Context: an optimization exercise on an open-source flow, tuned for small area, a short achievable clock period and few clock cycles per item. The choices shown serve that exercise and are no tape-out recipe. Function was checked by simulation only, so behaviour that the tests miss may differ from the original.

`design/flow/design.v`:
```
module sss_combine (
    input  wire         clk,
    input  wire         rst,           
    input  wire         in_valid,
    output wire         in_ready,
    input  wire         in_last,
    input  wire [7:0]   in_index,
    input  wire [255:0] in_value,
    output reg          out_valid,
    output wire [255:0] out_secret,
    output reg  [1:0]   out_fault,     
    output reg  [3:0]   out_fault_rec  
);
    localparam integer MMAX = 16;
    localparam [2:0] S_IDX = 3'd0, S_CHK = 3'd1, S_WGT = 3'd2, S_VAL = 3'd3, S_OUT = 3'd4;
    reg [2:0]   state;
    reg [7:0]   xs [0:MMAX-1];
    reg [4:0]   m;             
    reg [3:0]   cnt;           
    reg [3:0]   si;            
    reg [3:0]   sj;            
    reg [7:0]   num, den;      
    reg [255:0] acc;
    function [7:0] gf_mul(input [7:0] a, input [7:0] b);
        reg [14:0] r;
        integer k;
        begin
            r = 15'd0;
            for (k = 0; k < 8; k = k + 1)
                if (b[k]) r = r ^ ({7'd0, a} << k);
            for (k = 14; k >= 8; k = k - 1)
                if (r[k]) r = r ^ (15'h11d << (k - 8));
            gf_mul = r[7:0];
        end
    endfunction
    reg       f_zero, f_dup;
    reg [3:0] f_zero_rec, f_dup_rec;
    integer i, j;
    always @(*) begin
        f_zero = 1'b0; f_zero_rec = 4'd0;
        f_dup  = 1'b0; f_dup_rec  = 4'd0;
        for (j = MMAX - 1; j >= 0; j = j - 1) begin
            if (j < m && xs[j] == 8'd0) begin
                f_zero = 1'b1; f_zero_rec = j[3:0];
            end
        end
        for (j = MMAX - 1; j >= 1; j = j - 1) begin
            for (i = 0; i < j; i = i + 1) begin
                if (j < m && xs[i] == xs[j]) begin
                    f_dup = 1'b1; f_dup_rec = j[3:0];
                end
            end
        end
    end
    reg [7:0] den_inv;
    always @(*) begin
        case (den)
            8'd0: den_inv = 8'h00; 8'd1: den_inv = 8'h01; 8'd2: den_inv = 8'h8e; 8'd3: den_inv = 8'hf4;
            8'd4: den_inv = 8'h47; 8'd5: den_inv = 8'ha7; 8'd6: den_inv = 8'h7a; 8'd7: den_inv = 8'hba;
            8'd8: den_inv = 8'had; 8'd9: den_inv = 8'h9d; 8'd10: den_inv = 8'hdd; 8'd11: den_inv = 8'h98;
            8'd12: den_inv = 8'h3d; 8'd13: den_inv = 8'haa; 8'd14: den_inv = 8'h5d; 8'd15: den_inv = 8'h96;
            8'd16: den_inv = 8'hd8; 8'd17: den_inv = 8'h72; 8'd18: den_inv = 8'hc0; 8'd19: den_inv = 8'h58;
            8'd20: den_inv = 8'he0; 8'd21: den_inv = 8'h3e; 8'd22: den_inv = 8'h4c; 8'd23: den_inv = 8'h66;
            8'd24: den_inv = 8'h90; 8'd25: den_inv = 8'hde; 8'd26: den_inv = 8'h55; 8'd27: den_inv = 8'h80;
            8'd28: den_inv = 8'ha0; 8'd29: den_inv = 8'h83; 8'd30: den_inv = 8'h4b; 8'd31: den_inv = 8'h2a;
            8'd32: den_inv = 8'h6c; 8'd33: den_inv = 8'hed; 8'd34: den_inv = 8'h39; 8'd35: den_inv = 8'h51;
            8'd36: den_inv = 8'h60; 8'd37: den_inv = 8'h56; 8'd38: den_inv = 8'h2c; 8'd39: den_inv = 8'h8a;
            8'd40: den_inv = 8'h70; 8'd41: den_inv = 8'hd0; 8'd42: den_inv = 8'h1f; 8'd43: den_inv = 8'h4a;
            8'd44: den_inv = 8'h26; 8'd45: den_inv = 8'h8b; 8'd46: den_inv = 8'h33; 8'd47: den_inv = 8'h6e;
            8'd48: den_inv = 8'h48; 8'd49: den_inv = 8'h89; 8'd50: den_inv = 8'h6f; 8'd51: den_inv = 8'h2e;
            8'd52: den_inv = 8'ha4; 8'd53: den_inv = 8'hc3; 8'd54: den_inv = 8'h40; 8'd55: den_inv = 8'h5e;
            8'd56: den_inv = 8'h50; 8'd57: den_inv = 8'h22; 8'd58: den_inv = 8'hcf; 8'd59: den_inv = 8'ha9;
            8'd60: den_inv = 8'hab; 8'd61: den_inv = 8'h0c; 8'd62: den_inv = 8'h15; 8'd63: den_inv = 8'he1;
            8'd64: den_inv = 8'h36; 8'd65: den_inv = 8'h5f; 8'd66: den_inv = 8'hf8; 8'd67: den_inv = 8'hd5;
            8'd68: den_inv = 8'h92; 8'd69: den_inv = 8'h4e; 8'd70: den_inv = 8'ha6; 8'd71: den_inv = 8'h04;
            8'd72: den_inv = 8'h30; 8'd73: den_inv = 8'h88; 8'd74: den_inv = 8'h2b; 8'd75: den_inv = 8'h1e;
            8'd76: den_inv = 8'h16; 8'd77: den_inv = 8'h67; 8'd78: den_inv = 8'h45; 8'd79: den_inv = 8'h93;
            8'd80: den_inv = 8'h38; 8'd81: den_inv = 8'h23; 8'd82: den_inv = 8'h68; 8'd83: den_inv = 8'h8c;
            8'd84: den_inv = 8'h81; 8'd85: den_inv = 8'h1a; 8'd86: den_inv = 8'h25; 8'd87: den_inv = 8'h61;
            8'd88: den_inv = 8'h13; 8'd89: den_inv = 8'hc1; 8'd90: den_inv = 8'hcb; 8'd91: den_inv = 8'h63;
            8'd92: den_inv = 8'h97; 8'd93: den_inv = 8'h0e; 8'd94: den_inv = 8'h37; 8'd95: den_inv = 8'h41;
            8'd96: den_inv = 8'h24; 8'd97: den_inv = 8'h57; 8'd98: den_inv = 8'hca; 8'd99: den_inv = 8'h5b;
            8'd100: den_inv = 8'hb9; 8'd101: den_inv = 8'hc4; 8'd102: den_inv = 8'h17; 8'd103: den_inv = 8'h4d;
            8'd104: den_inv = 8'h52; 8'd105: den_inv = 8'h8d; 8'd106: den_inv = 8'hef; 8'd107: den_inv = 8'hb3;
            8'd108: den_inv = 8'h20; 8'd109: den_inv = 8'hec; 8'd110: den_inv = 8'h2f; 8'd111: den_inv = 8'h32;
            8'd112: den_inv = 8'h28; 8'd113: den_inv = 8'hd1; 8'd114: den_inv = 8'h11; 8'd115: den_inv = 8'hd9;
            8'd116: den_inv = 8'he9; 8'd117: den_inv = 8'hfb; 8'd118: den_inv = 8'hda; 8'd119: den_inv = 8'h79;
            8'd120: den_inv = 8'hdb; 8'd121: den_inv = 8'h77; 8'd122: den_inv = 8'h06; 8'd123: den_inv = 8'hbb;
            8'd124: den_inv = 8'h84; 8'd125: den_inv = 8'hcd; 8'd126: den_inv = 8'hfe; 8'd127: den_inv = 8'hfc;
            8'd128: den_inv = 8'h1b; 8'd129: den_inv = 8'h54; 8'd130: den_inv = 8'ha1; 8'd131: den_inv = 8'h1d;
            8'd132: den_inv = 8'h7c; 8'd133: den_inv = 8'hcc; 8'd134: den_inv = 8'he4; 8'd135: den_inv = 8'hb0;
            8'd136: den_inv = 8'h49; 8'd137: den_inv = 8'h31; 8'd138: den_inv = 8'h27; 8'd139: den_inv = 8'h2d;
            8'd140: den_inv = 8'h53; 8'd141: den_inv = 8'h69; 8'd142: den_inv = 8'h02; 8'd143: den_inv = 8'hf5;
            8'd144: den_inv = 8'h18; 8'd145: den_inv = 8'hdf; 8'd146: den_inv = 8'h44; 8'd147: den_inv = 8'h4f;
            8'd148: den_inv = 8'h9b; 8'd149: den_inv = 8'hbc; 8'd150: den_inv = 8'h0f; 8'd151: den_inv = 8'h5c;
            8'd152: den_inv = 8'h0b; 8'd153: den_inv = 8'hdc; 8'd154: den_inv = 8'hbd; 8'd155: den_inv = 8'h94;
            8'd156: den_inv = 8'hac; 8'd157: den_inv = 8'h09; 8'd158: den_inv = 8'hc7; 8'd159: den_inv = 8'ha2;
            8'd160: den_inv = 8'h1c; 8'd161: den_inv = 8'h82; 8'd162: den_inv = 8'h9f; 8'd163: den_inv = 8'hc6;
            8'd164: den_inv = 8'h34; 8'd165: den_inv = 8'hc2; 8'd166: den_inv = 8'h46; 8'd167: den_inv = 8'h05;
            8'd168: den_inv = 8'hce; 8'd169: den_inv = 8'h3b; 8'd170: den_inv = 8'h0d; 8'd171: den_inv = 8'h3c;
            8'd172: den_inv = 8'h9c; 8'd173: den_inv = 8'h08; 8'd174: den_inv = 8'hbe; 8'd175: den_inv = 8'hb7;
            8'd176: den_inv = 8'h87; 8'd177: den_inv = 8'he5; 8'd178: den_inv = 8'hee; 8'd179: den_inv = 8'h6b;
            8'd180: den_inv = 8'heb; 8'd181: den_inv = 8'hf2; 8'd182: den_inv = 8'hbf; 8'd183: den_inv = 8'haf;
            8'd184: den_inv = 8'hc5; 8'd185: den_inv = 8'h64; 8'd186: den_inv = 8'h07; 8'd187: den_inv = 8'h7b;
            8'd188: den_inv = 8'h95; 8'd189: den_inv = 8'h9a; 8'd190: den_inv = 8'hae; 8'd191: den_inv = 8'hb6;
            8'd192: den_inv = 8'h12; 8'd193: den_inv = 8'h59; 8'd194: den_inv = 8'ha5; 8'd195: den_inv = 8'h35;
            8'd196: den_inv = 8'h65; 8'd197: den_inv = 8'hb8; 8'd198: den_inv = 8'ha3; 8'd199: den_inv = 8'h9e;
            8'd200: den_inv = 8'hd2; 8'd201: den_inv = 8'hf7; 8'd202: den_inv = 8'h62; 8'd203: den_inv = 8'h5a;
            8'd204: den_inv = 8'h85; 8'd205: den_inv = 8'h7d; 8'd206: den_inv = 8'ha8; 8'd207: den_inv = 8'h3a;
            8'd208: den_inv = 8'h29; 8'd209: den_inv = 8'h71; 8'd210: den_inv = 8'hc8; 8'd211: den_inv = 8'hf6;
            8'd212: den_inv = 8'hf9; 8'd213: den_inv = 8'h43; 8'd214: den_inv = 8'hd7; 8'd215: den_inv = 8'hd6;
            8'd216: den_inv = 8'h10; 8'd217: den_inv = 8'h73; 8'd218: den_inv = 8'h76; 8'd219: den_inv = 8'h78;
            8'd220: den_inv = 8'h99; 8'd221: den_inv = 8'h0a; 8'd222: den_inv = 8'h19; 8'd223: den_inv = 8'h91;
            8'd224: den_inv = 8'h14; 8'd225: den_inv = 8'h3f; 8'd226: den_inv = 8'he6; 8'd227: den_inv = 8'hf0;
            8'd228: den_inv = 8'h86; 8'd229: den_inv = 8'hb1; 8'd230: den_inv = 8'he2; 8'd231: den_inv = 8'hf1;
            8'd232: den_inv = 8'hfa; 8'd233: den_inv = 8'h74; 8'd234: den_inv = 8'hf3; 8'd235: den_inv = 8'hb4;
            8'd236: den_inv = 8'h6d; 8'd237: den_inv = 8'h21; 8'd238: den_inv = 8'hb2; 8'd239: den_inv = 8'h6a;
            8'd240: den_inv = 8'he3; 8'd241: den_inv = 8'he7; 8'd242: den_inv = 8'hb5; 8'd243: den_inv = 8'hea;
            8'd244: den_inv = 8'h03; 8'd245: den_inv = 8'h8f; 8'd246: den_inv = 8'hd3; 8'd247: den_inv = 8'hc9;
            8'd248: den_inv = 8'h42; 8'd249: den_inv = 8'hd4; 8'd250: den_inv = 8'he8; 8'd251: den_inv = 8'h75;
            8'd252: den_inv = 8'h7f; 8'd253: den_inv = 8'hff; 8'd254: den_inv = 8'h7e; 8'd255: den_inv = 8'hfd;
        endcase
    end
    wire [7:0] weight = gf_mul(num, den_inv);
    reg [255:0] prod;
    integer p;
    always @(*) begin
        for (p = 0; p < 32; p = p + 1)
            prod[8*p +: 8] = gf_mul(in_value[8*p +: 8], weight);
    end
    assign in_ready   = (state == S_IDX) || (state == S_VAL);
    assign out_secret = (out_fault == 2'd0) ? acc : 256'd0;
    always @(posedge clk) begin
        if (rst) begin
            state     <= S_IDX;
            cnt       <= 4'd0;
            out_valid <= 1'b0;
        end else begin
            out_valid <= 1'b0;
            case (state)
                S_IDX: begin
                    if (in_valid) begin
                        xs[cnt] <= in_index;
                        if (in_last) begin
                            m     <= {1'b0, cnt} + 5'd1;
                            state <= S_CHK;
                        end
                        cnt <= cnt + 4'd1;
                    end
                end
                S_CHK: begin
                    if (f_zero) begin
                        out_fault     <= 2'd1;
                        out_fault_rec <= f_zero_rec;
                    end else if (f_dup) begin
                        out_fault     <= 2'd2;
                        out_fault_rec <= f_dup_rec;
                    end else begin
                        out_fault     <= 2'd0;
                        out_fault_rec <= 4'd0;
                    end
                    acc   <= 256'd0;
                    si    <= 4'd0;
                    sj    <= 4'd0;
                    num   <= 8'd1;
                    den   <= 8'd1;
                    state <= S_WGT;
                end
                S_WGT: begin
                    if (sj != si) begin
                        num <= gf_mul(num, xs[sj]);
                        den <= gf_mul(den, xs[sj] ^ xs[si]);
                    end
                    sj <= sj + 4'd1;
                    if ({1'b0, sj} == m - 5'd1)
                        state <= S_VAL;
                end
                S_VAL: begin
                    if (in_valid) begin
                        acc <= acc ^ prod;
                        num <= 8'd1;
                        den <= 8'd1;
                        sj  <= 4'd0;
                        si  <= si + 4'd1;
                        if ({1'b0, si} == m - 5'd1) begin
                            out_valid <= 1'b1;
                            state     <= S_OUT;
                        end else begin
                            state <= S_WGT;
                        end
                    end
                end
                S_OUT: begin
                    cnt   <= 4'd0;
                    state <= S_IDX;
                end
                default: state <= S_IDX;
            endcase
        end
    end
endmodule
```
`design/flow/run.sh`:
```
#!/bin/bash
# synth_recipe.tcl (not shown) runs the flow's synth.tcl, then flattens the netlist and writes it again
# the make line also repeats each setting of config.mk as NAME=value (left out here)
make -C /OpenROAD-flow-scripts/flow DESIGN_CONFIG=/design/flow/config.mk WORK_HOME=/design/flow/orfs CLKGATE_MAP_FILE= SYNTH_SCRIPT=/design/flow/synth_recipe.tcl finish
```
`design/flow/config.mk`:
```
export PLATFORM = sky130hd
export DESIGN_NAME = sss_combine
export DESIGN_NICKNAME = sss_combine
export VERILOG_FILES = /design/flow/design.v
export SDC_FILE = /design/flow/constraint.sdc
export NUM_CORES = 4
export LEC_CHECK = 0
export CAP_MARGIN = 20
export CORE_MARGIN = 2
export CORE_UTILIZATION = 40
export SLEW_MARGIN = 20
```
`design/flow/constraint.sdc`:
```
create_clock -name core_clock -period 20.0 [get_ports {clk}]
set_input_delay 4.0000 -clock core_clock [delete_from_list [all_inputs] [get_ports {clk}]]
set_output_delay 4.0000 -clock core_clock [all_outputs]
set_load 0.01 [all_outputs]
```
==> run notes <==
[how the worst max path moves through the flow]
stage	to	slack (ns)	depth (start not counted)
2_1_floorplan	den_inv[7]	9.46	19
3_3_place_gp	den_inv[2]	9.54	16
3_5_place_dp	den_inv[2]	9.56	16
4_1_cts	den_inv[2]	10.31	16
5_1_grt	den_inv[2]	10.01	16
6_report	den_inv[2]	10.18	16
[flip-flops by register name (all words and copies together) (netlist names), named ones only]
register / flops
state: 3
num: 8
acc: 256
out_fault_rec: 4
den: 8
den_inv: 8
out_fault: 2
cnt: 4
m: 5
sj: 4
out_valid: 1
si: 4
xs: 128
[critical path, delay by kind of cell]
kind / cells / cell delay [ns]
adders and majority gates: 1 / 0.98
buffers and inverters: 4 / 2.35
and+or+nand+nor: 4 / 1.57
AOI/OAI and AO/OA: 7 / 1.43
[per-stage QoR]
step / instance area (sq um) / worst slack [ns]
global route: 79100 / 10.01
floorplan: 70800 / 9.46
detailed placement: 76900 / 9.56
finish: 79100 / 10.18
global placement: 76800 / 9.54
CTS: 78900 / 10.31
[final cells by class]
type / count / area, sq um
diodes: 47 / 118
clock buffers: 63 / 1510
clock inverters: 51 / 568
fillers: 17400 / 97100
inverters: 28 / 115
multi-input cells: 7867 / 53800
flip-flops and latches: 443 / 13100
well taps: 2340 / 2930
repair buffers: 733 / 6940
[cell usage after synthesis (26+ instances only)]
| master | n |
|---|---|
| a211oi_1 | 34 |
| a21o_1 | 33 |
| a21oi_1 | 90 |
| a22oi_1 | 118 |
| and2_1 | 267 |
| buf_1 | 99 |
| buf_2 | 47 |
| clkbuf_1 | 634 |
| clkbuf_2 | 130 |
| edfxtp_1 | 419 |
| ha_1 | 26 |
| mux2_2 | 26 |
| mux4_2 | 54 |
| nand2_1 | 2278 |
| nand3_1 | 46 |
| nand4_1 | 131 |
| nor2_1 | 403 |
| nor3_1 | 31 |
| nor4_1 | 156 |
| o211ai_1 | 34 |
| o21ai_0 | 242 |
| xnor2_1 | 2635 |
| xor2_1 | 969 |
[kinds of logic (layout without fill, tap and decap cells)]
logic type	after synthesis	in the layout	share of synthesized area (%)
adder cells (fa/ha/maj)	26	26	0.459
buffers and inverters	978	875	5.84
AND/OR/NAND/NOR	3378	3378	20.3
flip-flops	443	443	18.4
multiplexers	100	100	2.67
XOR/XNOR	3632	3632	45.4
other	0	47	0
AO/OA/AOI/OAI	731	731	6.84
[per-layer routing]
| layer | track usage, % | up-vias | part of all wire (%) |
|---|---|---|---|
| met2 | 46.4 | 3285 | 45 |
| li1 | - | 29300 | - |
| met5 | 0 | - | 0.016 |
| met1 | 37.6 | 31200 | 40 |
| met4 | 19.0 | 10 | 6.7 |
| met3 | 6.05 | 840 | 8.9 |
==> flow_metrics.env <==
export IMPL_io_pin_count=532
export IMPL_syn_to_final_growth_pct=11.6
export IMPL_synth_nets=9582
export IMPL_start_util_pct=40.2
export IMPL_holdCritStartpoint="cnt[0]"
export IMPL_vias=64700
export IMPL_cp_slowest_cell="ha_1"
export IMPL_worst_setup_path_start_kind="primary input"
export IMPL_synthCells=9288
export IMPL_postSynthAreaPerCell_sq_um=7.62
export IMPL_setup_tns_ns=0
export IMPL_slew_headroom_pct=3.94
export IMPL_hold_violations=0
export IMPL_syn_area_sq_mm=0.0708
export IMPL_die_width_microns=425
export IMPL_place_congestion=0.967
export IMPL_vias_per_cell=5.59
export IMPL_synth_top_cell_area_share_pct=32.6
export IMPL_period_needed_ns=9.82
export IMPL_finClkSkew_ns=0.0590
export IMPL_avgRoutedWirePerCell_microns=24.1
export IMPL_hold_buffers=0
export IMPL_final_util_pct=44.9
export IMPL_maxSlewViolCount=0
export IMPL_cts_made_buffers=60
export IMPL_grt_overflow=0
export IMPL_drc=0
export IMPL_globalRouteTotalUtil_pct=29.8
export IMPL_cts_htree_levels=2
export IMPL_drtIter0Drc=6256
export IMPL_status="complete, no violations"
export IMPL_fmax_mhz=102
export IMPL_grt_pass1_wl_microns=415000
export IMPL_tightest_slew_ns=1.44
export IMPL_hold_class="reg -> reg"
export IMPL_hold_end="cnt[0]"
export IMPL_portBuffers=531
export IMPL_crit_path_end_kind="register"
export IMPL_cts_sinks=443
export IMPL_post_cts_resized=0
export IMPL_r2r_cells=16
export IMPL_post_synth_main_area_contributors="xnor2_1, edfxtp_1, nand2_1"
export IMPL_final_common_cell="xnor2_1"
export IMPL_cap_violations=0
export IMPL_drive_gt1_share_pct=4.92
export IMPL_clk_latency_ns=0.74
export IMPL_detail_route_antenna_nets=0
export IMPL_post_place_cells=11400
export IMPL_wl_microns=279000
export IMPL_yosysTopAreaCell="xnor2_1"
export IMPL_slowest_delay_ns=0.98
export IMPL_synth_seq_cells=443
export IMPL_worstReg2RegEnd="den_inv[2]"
export IMPL_critical_path_peak_fanout=80
export IMPL_chipHeight_microns=425
export IMPL_ys_warn_count=1
export IMPL_drt_pass1_iterations=6
export IMPL_clk_pin_slew_ns=0.07
export IMPL_path_class="in -> reg"
export IMPL_r2r_slack_ns=11.79
export IMPL_hold_ws_ns=0.597
export IMPL_row_count=154
export IMPL_ys_flop_type="edfxtp_1"
export IMPL_nNetsFinal=9427
export IMPL_grt_pass1_vias=63500
export IMPL_clock_path_buffers=3
export IMPL_async_reset_ff_share_pct=0
export IMPL_synth_edf_count=419
export IMPL_period_share_pct=49.1
export IMPL_synthDistinctLibCells=93
export IMPL_worst_ep_arrival_time_ns=10.36
export IMPL_cts_setup_buffers=0
export IMPL_dp_hpwl_microns=179000
export IMPL_rsz0062_at_grt="false"
export IMPL_cp_cell_sequence="clkdlybuf4s50_1 -> nor3_1 -> o21a_1 -> nand2_1 -> inv_8 -> or3_1 -> o21ai_0 -> a31oi_4 -> buf_4 -> ha_1 -> inv_1 -> or4_1 -> o31ai_1 -> o221ai_1 -> a311oi_1 -> o32ai_1"
export IMPL_grt_max_degree=257
export IMPL_cp_required_ns=20.55
export IMPL_crit_start="rst"
export IMPL_ys_seq_area_share_pct=18.4
export IMPL_root_buffer="clkbuf_16"
export IMPL_finalNonFillerCells=11600
export IMPL_antenna_found_initial=57
export IMPL_core_area_sq_mm=0.176
export IMPL_cts_tree="done"
export IMPL_min_path_cells=2
export IMPL_die_area_sq_mm=0.180
export IMPL_setup_viol=0
export IMPL_final_cell_mix="xnor2_1, nand2_1, xor2_1"
Testbench counts, summed over its fixed seeds: cycles 72,848, commands 384.

[port drivers added, routing unchanged]
No port has a modelled driver above. Below, the same layout with a new extraction and two added sets of constraints. Step 1: set_driving_cell puts a clkbuf_16 on clk and a buf_2 on each other input, an assumption about the parent block. Step 2 also shifts input and output timing later by t, the mid clock arrival at the registers, as if the neighbouring blocks saw the same clock. a / b / c = no drivers / after step 1 / after step 2; a / b = the first two.
t, ns: 0.786
setup WS [ns]: 10.184 / 10.227 / 9.441
worst hold slack (ns): 0.597 / 0.597 / 0.597
clock arrival spread, ns: 0.061 / 0.060
After both steps this run still meets setup and hold. The setup slack of this run moves by +0.043 ns with the drivers and by -0.743 ns with both steps.
